From an optimization exercise on the open Yosys and OpenROAD flow, aimed at small area, a short achievable clock period and few clock cycles; shortcuts taken in it are not production practice. The RTL was checked by simulation tests, not by an equivalence proof against the original design. No activity file was given, so power comes from the tool's default toggle rates.

### flow/config.mk
export PLATFORM = sky130hd
export DESIGN_NAME = cmri_core
export DESIGN_NICKNAME = cmri_core
export VERILOG_FILES = /design/flow/design.v
export SDC_FILE = /design/flow/constraint.sdc
export NUM_CORES = 4
export LEC_CHECK = 0
export CAP_MARGIN = 20
export CORE_MARGIN = 2
export CORE_UTILIZATION = 40
export SETUP_SLACK_MARGIN = 0.3
export SLEW_MARGIN = 20
### flow/constraint.sdc
create_clock -name core_clock -period 8.0 [get_ports {clk}]
set_input_delay 1.6000 -clock core_clock [delete_from_list [all_inputs] [get_ports {clk}]]
set_output_delay 1.6000 -clock core_clock [all_outputs]
set_load 0.01 [all_outputs]
### flow/design.v
module cmri_parser (
    input  wire       clk,
    input  wire       rst,
    input  wire [7:0] node_addr,
    input  wire       in_valid,
    input  wire [7:0] in_byte,
    output wire       disp_valid,
    output wire       disp_match,
    output wire [7:0] disp_type,
    output wire       error,
    output reg  [6:0] pay_len,
    input  wire [6:0] rd_addr,
    output wire [7:0] rd_data
);
    localparam MAX_LEN = 72;
    localparam ATTN = 8'hFF;
    localparam STX  = 8'h02;
    localparam ETX  = 8'h03;
    localparam DLE  = 8'h10;
    localparam S_START      = 3'd0;
    localparam S_ATTN_NEXT  = 3'd1;
    localparam S_STX_NEXT   = 3'd2;
    localparam S_ADDR_NEXT  = 3'd3;
    localparam S_TYPE_NEXT  = 3'd4;
    localparam S_MAYBE_DATA = 3'd5;
    localparam S_DATA_NEXT  = 3'd6;
    reg [2:0] state;
    reg [7:0] dest;
    reg [7:0] mtype;
    reg [7:0] payload [0:MAX_LEN-1];
    assign rd_data = payload[rd_addr];
    assign disp_valid = in_valid & do_dispatch;
    assign disp_match = (dest == node_addr);
    assign disp_type  = mtype;
    assign error      = in_valid & do_error;
    reg       do_append;
    reg       do_dispatch;
    reg       do_error;
    reg [2:0] next_state;
    always @(*) begin
        do_append   = 1'b0;
        do_dispatch = 1'b0;
        do_error    = 1'b0;
        next_state  = state;
        case (state)
            S_START:
                if (in_byte == ATTN) next_state = S_ATTN_NEXT;
                else                 do_error   = 1'b1;
            S_ATTN_NEXT:
                if (in_byte == ATTN) next_state = S_STX_NEXT;
                else                 do_error   = 1'b1;
            S_STX_NEXT:
                if (in_byte == STX)  next_state = S_ADDR_NEXT;
                else                 do_error   = 1'b1;
            S_ADDR_NEXT:
                next_state = S_TYPE_NEXT;
            S_TYPE_NEXT:
                next_state = S_MAYBE_DATA;
            S_MAYBE_DATA:
                if (in_byte == ETX || in_byte == ATTN) begin
                    do_dispatch = 1'b1;
                    next_state  = S_START;
                end else if (in_byte == DLE) begin
                    next_state = S_DATA_NEXT;
                end else begin
                    do_append  = 1'b1;
                    next_state = S_MAYBE_DATA;
                end
            S_DATA_NEXT: begin
                do_append  = 1'b1;
                next_state = S_MAYBE_DATA;
            end
            default:
                do_error = 1'b1;
        endcase
        if (do_append && pay_len == MAX_LEN) begin
            do_append = 1'b0;
            do_error  = 1'b1;
        end
        if (do_error)
            next_state = S_START;
    end
    always @(posedge clk) begin
        if (rst) begin
            state      <= S_START;
            dest       <= 8'h00;
            mtype      <= 8'h00;
            pay_len    <= 7'd0;
        end else begin
            if (in_valid) begin
                state <= next_state;
                if ((state == S_START && in_byte == ATTN) || do_error) begin
                    dest    <= 8'h00;
                    mtype   <= 8'h00;
                    pay_len <= 7'd0;
                end
                if (state == S_ADDR_NEXT) dest  <= in_byte;
                if (state == S_TYPE_NEXT) mtype <= in_byte;
                if (do_append) pay_len <= pay_len + 7'd1;
            end
        end
    end
    always @(posedge clk) begin
        if (in_valid && do_append)
            payload[pay_len] <= in_byte;
    end
endmodule
module cmri_dispatch (
    input  wire        clk,
    input  wire        rst,
    input  wire [7:0]  node_addr,
    input  wire        disp_valid,
    input  wire [7:0]  disp_type,
    input  wire [63:0] in_lines,
    input  wire [6:0]  pay_len,
    output reg  [6:0]  rd_addr,
    input  wire [7:0]  rd_data,
    output wire        rx_ready,
    output reg         ev_valid,
    input  wire        ev_ready,
    output reg  [2:0]  ev_kind,
    output reg  [7:0]  ev_data,
    output reg         ev_bit,
    output wire [63:0] out_lines
);
    localparam N_OUT = 64;
    localparam RLEN  = 9;           
    localparam EV_TX_BYTE   = 3'd0;
    localparam EV_OUT_LINE  = 3'd1;
    localparam EV_OUT_BULK  = 3'd2;
    localparam EV_INIT_BYTE = 3'd3;
    localparam EV_INIT_END  = 3'd4;
    localparam D_IDLE     = 3'd0;
    localparam D_INIT     = 3'd1;
    localparam D_INIT_END = 3'd2;
    localparam D_TSCAN    = 3'd3;
    localparam D_TBULK    = 3'd4;
    localparam D_PTX      = 3'd5;
    localparam TX_HDR  = 2'd0;
    localparam TX_DATA = 2'd1;
    localparam TX_ETX  = 2'd2;
    reg [2:0]  dstate;
    reg [6:0]  idx;         
    reg        changed;
    reg [63:0] obank;
    reg [63:0] ibank;
    reg [1:0]  tx_phase;
    reg        esc_sent;
    assign rx_ready  = (dstate == D_IDLE);
    assign out_lines = obank;
    wire scan_bit = ({4'b0000, idx[5:3]} < pay_len) ? rd_data[idx[2:0]] : 1'b0;
    wire scan_diff = (scan_bit != obank[idx[5:0]]);
    reg  [7:0] hdr_byte;
    wire [7:0] resp_byte = (idx < 7'd8) ? ibank[idx[2:0]*8 +: 8] : 8'h00;
    wire       resp_esc  = (resp_byte == 8'h02) || (resp_byte == 8'h03) ||
                           (resp_byte == 8'h10);
    always @(*) begin
        case (idx[2:0])
            3'd0:    hdr_byte = 8'hFF;
            3'd1:    hdr_byte = 8'hFF;
            3'd2:    hdr_byte = 8'h02;
            3'd3:    hdr_byte = node_addr;
            default: hdr_byte = 8'h52;      
        endcase
    end
    always @(*) begin
        rd_addr = (dstate == D_TSCAN) ? {4'b0000, idx[5:3]} : idx;
    end
    always @(*) begin
        ev_valid = 1'b0;
        ev_kind  = EV_TX_BYTE;
        ev_data  = 8'h00;
        ev_bit   = 1'b0;
        case (dstate)
            D_INIT: begin
                ev_valid = 1'b1;
                ev_kind  = EV_INIT_BYTE;
                ev_data  = rd_data;
            end
            D_INIT_END: begin
                ev_valid = 1'b1;
                ev_kind  = EV_INIT_END;
                ev_data  = {1'b0, pay_len};
            end
            D_TSCAN: begin
                ev_valid = scan_diff;
                ev_kind  = EV_OUT_LINE;
                ev_data  = {1'b0, idx};
                ev_bit   = scan_bit;
            end
            D_TBULK: begin
                ev_valid = 1'b1;
                ev_kind  = EV_OUT_BULK;
                ev_data  = N_OUT;
            end
            D_PTX: begin
                ev_valid = 1'b1;
                ev_kind  = EV_TX_BYTE;
                case (tx_phase)
                    TX_HDR:  ev_data = hdr_byte;
                    TX_DATA: ev_data = (resp_esc && !esc_sent) ? 8'h10 : resp_byte;
                    default: ev_data = 8'h03;
                endcase
            end
            default: ;
        endcase
    end
    always @(posedge clk) begin
        if (rst) begin
            dstate   <= D_IDLE;
            idx      <= 7'd0;
            changed  <= 1'b0;
            obank    <= 64'd0;
            ibank    <= 64'd0;
            tx_phase <= TX_HDR;
            esc_sent <= 1'b0;
        end else begin
            case (dstate)
                D_IDLE:
                    if (disp_valid) begin
                        idx      <= 7'd0;
                        changed  <= 1'b0;
                        tx_phase <= TX_HDR;
                        esc_sent <= 1'b0;
                        case (disp_type)
                            8'h49: dstate <= (pay_len == 7'd0) ? D_INIT_END : D_INIT;
                            8'h54: dstate <= D_TSCAN;
                            8'h50: begin
                                ibank  <= in_lines;
                                dstate <= D_PTX;
                            end
                            default: dstate <= D_IDLE;
                        endcase
                    end
                D_INIT:
                    if (ev_ready) begin
                        idx <= idx + 7'd1;
                        if (idx + 7'd1 == pay_len)
                            dstate <= D_INIT_END;
                    end
                D_INIT_END:
                    if (ev_ready)
                        dstate <= D_IDLE;
                D_TSCAN:
                    if (!scan_diff || ev_ready) begin
                        if (scan_diff) begin
                            obank[idx[5:0]] <= scan_bit;
                            changed         <= 1'b1;
                        end
                        idx <= idx + 7'd1;
                        if (idx == N_OUT - 1)
                            dstate <= (changed || scan_diff) ? D_TBULK : D_IDLE;
                    end
                D_TBULK:
                    if (ev_ready)
                        dstate <= D_IDLE;
                D_PTX:
                    if (ev_ready) begin
                        case (tx_phase)
                            TX_HDR:
                                if (idx == 7'd4) begin
                                    idx      <= 7'd0;
                                    tx_phase <= TX_DATA;
                                end else begin
                                    idx <= idx + 7'd1;
                                end
                            TX_DATA:
                                if (resp_esc && !esc_sent) begin
                                    esc_sent <= 1'b1;
                                end else begin
                                    esc_sent <= 1'b0;
                                    if (idx == RLEN - 1)
                                        tx_phase <= TX_ETX;
                                    else
                                        idx <= idx + 7'd1;
                                end
                            default:
                                dstate <= D_IDLE;
                        endcase
                    end
                default:
                    dstate <= D_IDLE;
            endcase
        end
    end
endmodule
module cmri_counters (
    input  wire        clk,
    input  wire        rst,
    input  wire        inc_byte,
    input  wire        inc_seen,
    input  wire        inc_proc,
    input  wire        inc_error,
    output reg  [15:0] cnt_bytes,
    output reg  [15:0] cnt_frames_seen,
    output reg  [15:0] cnt_frames_proc,
    output reg  [15:0] cnt_errors
);
    always @(posedge clk) begin
        if (rst) begin
            cnt_bytes       <= 16'd0;
            cnt_frames_seen <= 16'd0;
            cnt_frames_proc <= 16'd0;
            cnt_errors      <= 16'd0;
        end else begin
            if (inc_byte)  cnt_bytes       <= cnt_bytes + 16'd1;
            if (inc_seen)  cnt_frames_seen <= cnt_frames_seen + 16'd1;
            if (inc_proc)  cnt_frames_proc <= cnt_frames_proc + 16'd1;
            if (inc_error) cnt_errors      <= cnt_errors + 16'd1;
        end
    end
endmodule
module cmri_core (
    input  wire        clk,
    input  wire        rst,
    input  wire [6:0]  local_id,
    input  wire        rx_valid,
    input  wire [7:0]  rx_data,
    output wire        rx_ready,
    input  wire [63:0] in_lines,
    output wire        ev_valid,
    input  wire        ev_ready,
    output wire [2:0]  ev_kind,
    output wire [7:0]  ev_data,
    output wire        ev_bit,
    output wire [63:0] out_lines,
    output wire [15:0] cnt_bytes,
    output wire [15:0] cnt_frames_seen,
    output wire [15:0] cnt_frames_proc,
    output wire [15:0] cnt_errors
);
    wire       disp_valid;
    wire       disp_match;
    wire [7:0] disp_type;
    wire [6:0] pay_len;
    wire [7:0] pay_rd_data;
    wire [6:0] pay_rd_addr;
    wire       byte_taken;
    wire       parse_error;
    assign byte_taken = rx_valid & rx_ready;
    cmri_parser u_parser (
        .clk        (clk),
        .rst        (rst),
        .node_addr  ({1'b0, local_id} + 8'd65),
        .in_valid   (byte_taken),
        .in_byte    (rx_data),
        .disp_valid (disp_valid),
        .disp_match (disp_match),
        .disp_type  (disp_type),
        .error      (parse_error),
        .pay_len    (pay_len),
        .rd_addr    (pay_rd_addr),
        .rd_data    (pay_rd_data)
    );
    cmri_dispatch u_dispatch (
        .clk        (clk),
        .rst        (rst),
        .node_addr  ({1'b0, local_id} + 8'd65),
        .disp_valid (disp_valid & disp_match),
        .disp_type  (disp_type),
        .in_lines   (in_lines),
        .pay_len    (pay_len),
        .rd_addr    (pay_rd_addr),
        .rd_data    (pay_rd_data),
        .rx_ready   (rx_ready),
        .ev_valid   (ev_valid),
        .ev_ready   (ev_ready),
        .ev_kind    (ev_kind),
        .ev_data    (ev_data),
        .ev_bit     (ev_bit),
        .out_lines  (out_lines)
    );
    cmri_counters u_counters (
        .clk        (clk),
        .rst        (rst),
        .inc_byte   (byte_taken),
        .inc_seen   (disp_valid),
        .inc_proc   (disp_valid & disp_match),
        .inc_error  (parse_error),
        .cnt_bytes       (cnt_bytes),
        .cnt_frames_seen (cnt_frames_seen),
        .cnt_frames_proc (cnt_frames_proc),
        .cnt_errors      (cnt_errors)
    );
endmodule
### flow/run.sh
#!/bin/bash
# synth_recipe.tcl (not shown) runs the flow's synth.tcl, then flattens the netlist and writes it again
# the make line also repeats each setting of config.mk as NAME=value (left out here)
make -C /OpenROAD-flow-scripts/flow DESIGN_CONFIG=/design/flow/config.mk WORK_HOME=/design/flow/orfs CLKGATE_MAP_FILE= SYNTH_SCRIPT=/design/flow/synth_recipe.tcl finish
==> metrics.yaml <==
sta:
  tns_ns: 0
  rsz0062_at_grt: "false"
  fin_crit_ns: 7.49
  relSlewSlack_pct: 27.8
  hold_viol: 0
  finalClockSkew_ns: 0.0267
  drv_slew: 0
  finalSetupViolations: 0
  tightest_slew_ns: 1.08
  max_freq_mhz: 133
  fin_crit_sh_pct: 93.6
place:
  placedCellCount: 4199
  portBuffers: 224
  routabilityCongestion: 0.920
  dp_hpwl_um: 71000
clocking:
  clkTransAtPathRegs_ns: 0.06
  cts_tree: "built"
  root_buffer: "clkbuf_16"
  clock_sinks: 808
  clk_latency_ns: 0.64
  clockBufferDepth: 3
  cts_buffers: 86
  cts_max_level: 3
  hold_buffers: 0
grt:
  grt_use_met3_pct: 4.37
  met1_usage_pct: 31.6
  grtUsageTotal_pct: 23.3
  grt_pass1_wl_um: 160000
  grt_antenna_before_repair: 3
  grt_pass1_vias: 25100
  overflow: 0
  grt_use_met2_pct: 37.7
  grt_max_degree: 104
  grt_busiest_layer: "met2"
detailed_routing:
  dr_total_vias: 25700
  postRouteAntennaNets: 0
  first_iter_violations: 3009
  drc: 0
  routed_wl_um: 108000
  dr.pass1.iters: 6
  via_per_inst: 5.89
  avgRoutedWirePerCell_um: 24.8
pwr:
  p_int_uw: 6890
  ir_drop_uv: 149
  leakagePower_uw: 0.0134
  p_seq_share_pct: 51.7
  switching_share_pct: 20.5
  powerDensity_mw_per_mm2: 209
  power.switching_uw: 1780
  pwr-share-comb_pct: 2.3
  p_clk_share_pct: 45.9
worst_hold_path:
  hold_start: "u_dispatch.ibank[43]"
  hp-class: "reg2reg"
floorplan:
  die_h_um: 301
  fp.dieArea_mm2: 0.0905
  ios: 225
  core_mm2: 0.0870
  die_width_um: 301
  rows: 108
  start_util_pct: 40.5
run:
  max_cap_violations: 0
final_layout:
  layout-drive-gt1-share_pct: 9.54
  areaGrowthSynthToFinish_pct: 17.7
  stdcell_count: 4364
  fin_nets: 3241
  antennaDiodeCount: 0
logic_synthesis:
  syn_avg_cell_area_um2: 12.0
  synth_area_mm2: 0.0353
  yosysWarnings: 3
  syn_inst: 2932
  ys_ff_latch: 808
  synthArstFlopShare_pct: 0
  ys_types: 84
  synth-seq-area-share_pct: 62.2
  synth_edf_count: 576
  synthFlopType: "edfxtp_1"
  synth_nets: 3032
worst_setup_path:
  crit_fanout: 30
  cp-startpoint: "u_dispatch.dstate[2]"
  crit_arrival_ns: 5.89
  r2r_start: "u_dispatch.dstate[2]"
  crit_type: "reg2out"
  cp-end-kind: "output port"
  worstPathRequired_ns: 6.40
  startpoint_type: "flop"
run_status:
  outcome: "timing/DRC/antenna clean"
==> final timing paths <==
check	end	slack, ns	depth (start not counted)
setup / recovery	ev_valid	0.51	13
hold / removal	u_dispatch.ibank[43]	0.45	2
setup reg to reg	u_dispatch.obank[19]	2.88	13
hold reg to reg	u_dispatch.ibank[43]	0.45	2
==> per-layer routing <==
layer	part of all wire, %	routed length, um	up-vias
met5	0.012	13	-
met1	41	44200	12800
met2	47	50900	1289
met4	3.1	3300	2
li1	-	-	11400
met3	8.9	9660	200
==> metrics by stage <==
stage / util, % / total power, uW / hold WS, ns / setup slack, ns / area, um^2
floorplan: - / 4630 / 0.429 / 2.88 / 35300
finish: 47.7 / 8670 / 0.450 / 0.508 / 41500
CTS: 47.6 / 8720 / 0.453 / 0.374 / 41400
detailed placement: 44.3 / 4780 / 0.444 / 0.799 / 38600
global route: 47.7 / 8900 / 0.468 / 0.360 / 41500
global placement: 44.3 / 4770 / 0.435 / 0.923 / 38600
==> timing repair <==
action	CTS	global route
setup endpoints to repair	1	1
resized for setup	4	4
pin swaps	3	0
cloned	2	0
setup buffers	6	0
==> placed cells by master (no fill, tap or decap), types with 8 or more instances in the layout <==
| cell | netlist | layout |
|---|---|---|
| a211oi_1 | 34 | 34 |
| a21oi_1 | 220 | 219 |
| a221oi_1 | 37 | 37 |
| a22oi_1 | 61 | 61 |
| a311oi_1 | 14 | 14 |
| a31oi_1 | 22 | 22 |
| and2_1 | 43 | 42 |
| and3_1 | 26 | 26 |
| buf_12 | 0 | 9 |
| buf_2 | 37 | 8 |
| buf_4 | 16 | 66 |
| bufinv_16 | 0 | 9 |
| clkbuf_1 | 92 | 23 |
| clkbuf_16 | 0 | 89 |
| clkdlybuf4s50_1 | 0 | 215 |
| clkinv_1 | 2 | 16 |
| clkinv_2 | 0 | 8 |
| dfxtp_1 | 232 | 229 |
| edfxtp_1 | 576 | 576 |
| ha_1 | 17 | 17 |
| inv_1 | 26 | 26 |
| mux2i_1 | 140 | 140 |
| mux4_2 | 61 | 61 |
| nand2_1 | 460 | 459 |
| nand3_1 | 109 | 109 |
| nand4_1 | 24 | 24 |
| nor2_1 | 212 | 211 |
| nor2b_1 | 16 | 16 |
| nor3_1 | 68 | 68 |
| nor4_1 | 18 | 13 |
| o21ai_0 | 71 | 70 |
| o221ai_1 | 13 | 13 |
| o22ai_1 | 19 | 19 |
| or3_1 | 20 | 20 |
| xnor2_1 | 24 | 24 |
| xor2_1 | 46 | 46 |
==> worst max-delay path, cell delays in order, from the launching register on <==
cell,delay [ns]
dfxtp_1,0.61
and3b_1,0.28
buf_4,0.28
nor4b_2,0.71
o221ai_1,0.34
nor4_2,0.53
nor3_1,0.16
a32o_1,0.26
or3_4,0.40
o21a_4,0.31
xnor2_2,0.21
o21ai_0,0.12
a21oi_1,0.40
clkdlybuf4s50_1,0.62
==> power by group through the flow <==
stage	Sequential [uW]	Combinational [uW]	Clock [uW]
6_report	4490	200	3980
5_1_grt	4480	214	4200
4_1_cts	4490	202	4040
3_5_place_dp	4580	200	0
3_3_place_gp	4570	197	0
2_1_floorplan	4570	60.4	0
==> layout make-up <==
cell class | instances | area [um^2]
repair buffers | 299 | 2880
inverters | 29 | 109
clock inverters | 40 | 439
clock buffers | 116 | 2340
well taps | 1155 | 1450
multi-input cells | 1917 | 12300
fillers | 7647 | 45500
flip-flops and latches | 808 | 21900
==> sequential cells by signal, summed over array words and instances, names as in the netlist, 8 cells and up <==
name / flops
u_parser.payload: 576
u_dispatch.ibank: 64
u_dispatch.obank: 64
u_counters.cnt_bytes: 16
u_counters.cnt_errors: 16
u_counters.cnt_frames_proc: 16
u_counters.cnt_frames_seen: 16
u_parser.dest: 8
u_parser.mtype: 8
==> cells in the mapped netlist (all sizes together), types with 22 or more instances <==
cell type,n,share of area [%]
edfxtp,576,49
a21oi,221,3.1
a31oi,22,0.39
and2,43,0.76
mux2i,140,4.0
nand4,24,0.43
dfxtp,232,13
clkbuf,92,0.98
inv,27,0.29
nor3,68,0.97
nand2,460,4.9
and3,26,0.46
a22oi,61,1.3
a221oi,37,0.92
nor2,212,2.3
nand3,111,1.6
a211oi,34,0.72
xor2,46,1.1
buf,88,1.7
o21ai,74,1.1
mux4,64,4.1
xnor2,25,0.64
==> logic make-up after synthesis <==
kind of cell	after synthesis	synth area share, %
xor+xnor	71	1.79
flops	808	62.2
compound gates	576	10.6
mux	209	8.26
buf+inv	209	3.03
fa+ha+maj	17	0.603
simple gates	1042	13.5
Testbench counts, summed over its fixed seeds: cycles 113,665.

==> what the ideal ports hide <==
The flow's constraints put no driver on any port. The routed layout listed below was extracted and timed again, unchanged, in two steps.
Step 1: set_driving_cell puts a clkbuf_16 on clk and a buf_2 on each other input, an assumption about the parent block.
Step 2 adds t to the input delays and takes it off the output delays; t is the mean of the earliest and latest rising clock arrival at the registers after step 1. Input paths then give back, and output paths get back, about the clock's delay inside the block.
Three values: ideal, step 1, step 2; two values: the first two.
shift t [ns]: 0.692
setup WS [ns]: 0.508 / 0.447 / 1.139
latest minus earliest clock arrival (ns): 0.027 / 0.027
worst slew at a driven data input, ns: 0.07
cell pins on the clock port's net: 1
After both steps this run still meets setup and hold. The setup slack of this run moves by -0.061 ns with the drivers and by +0.631 ns with both steps.
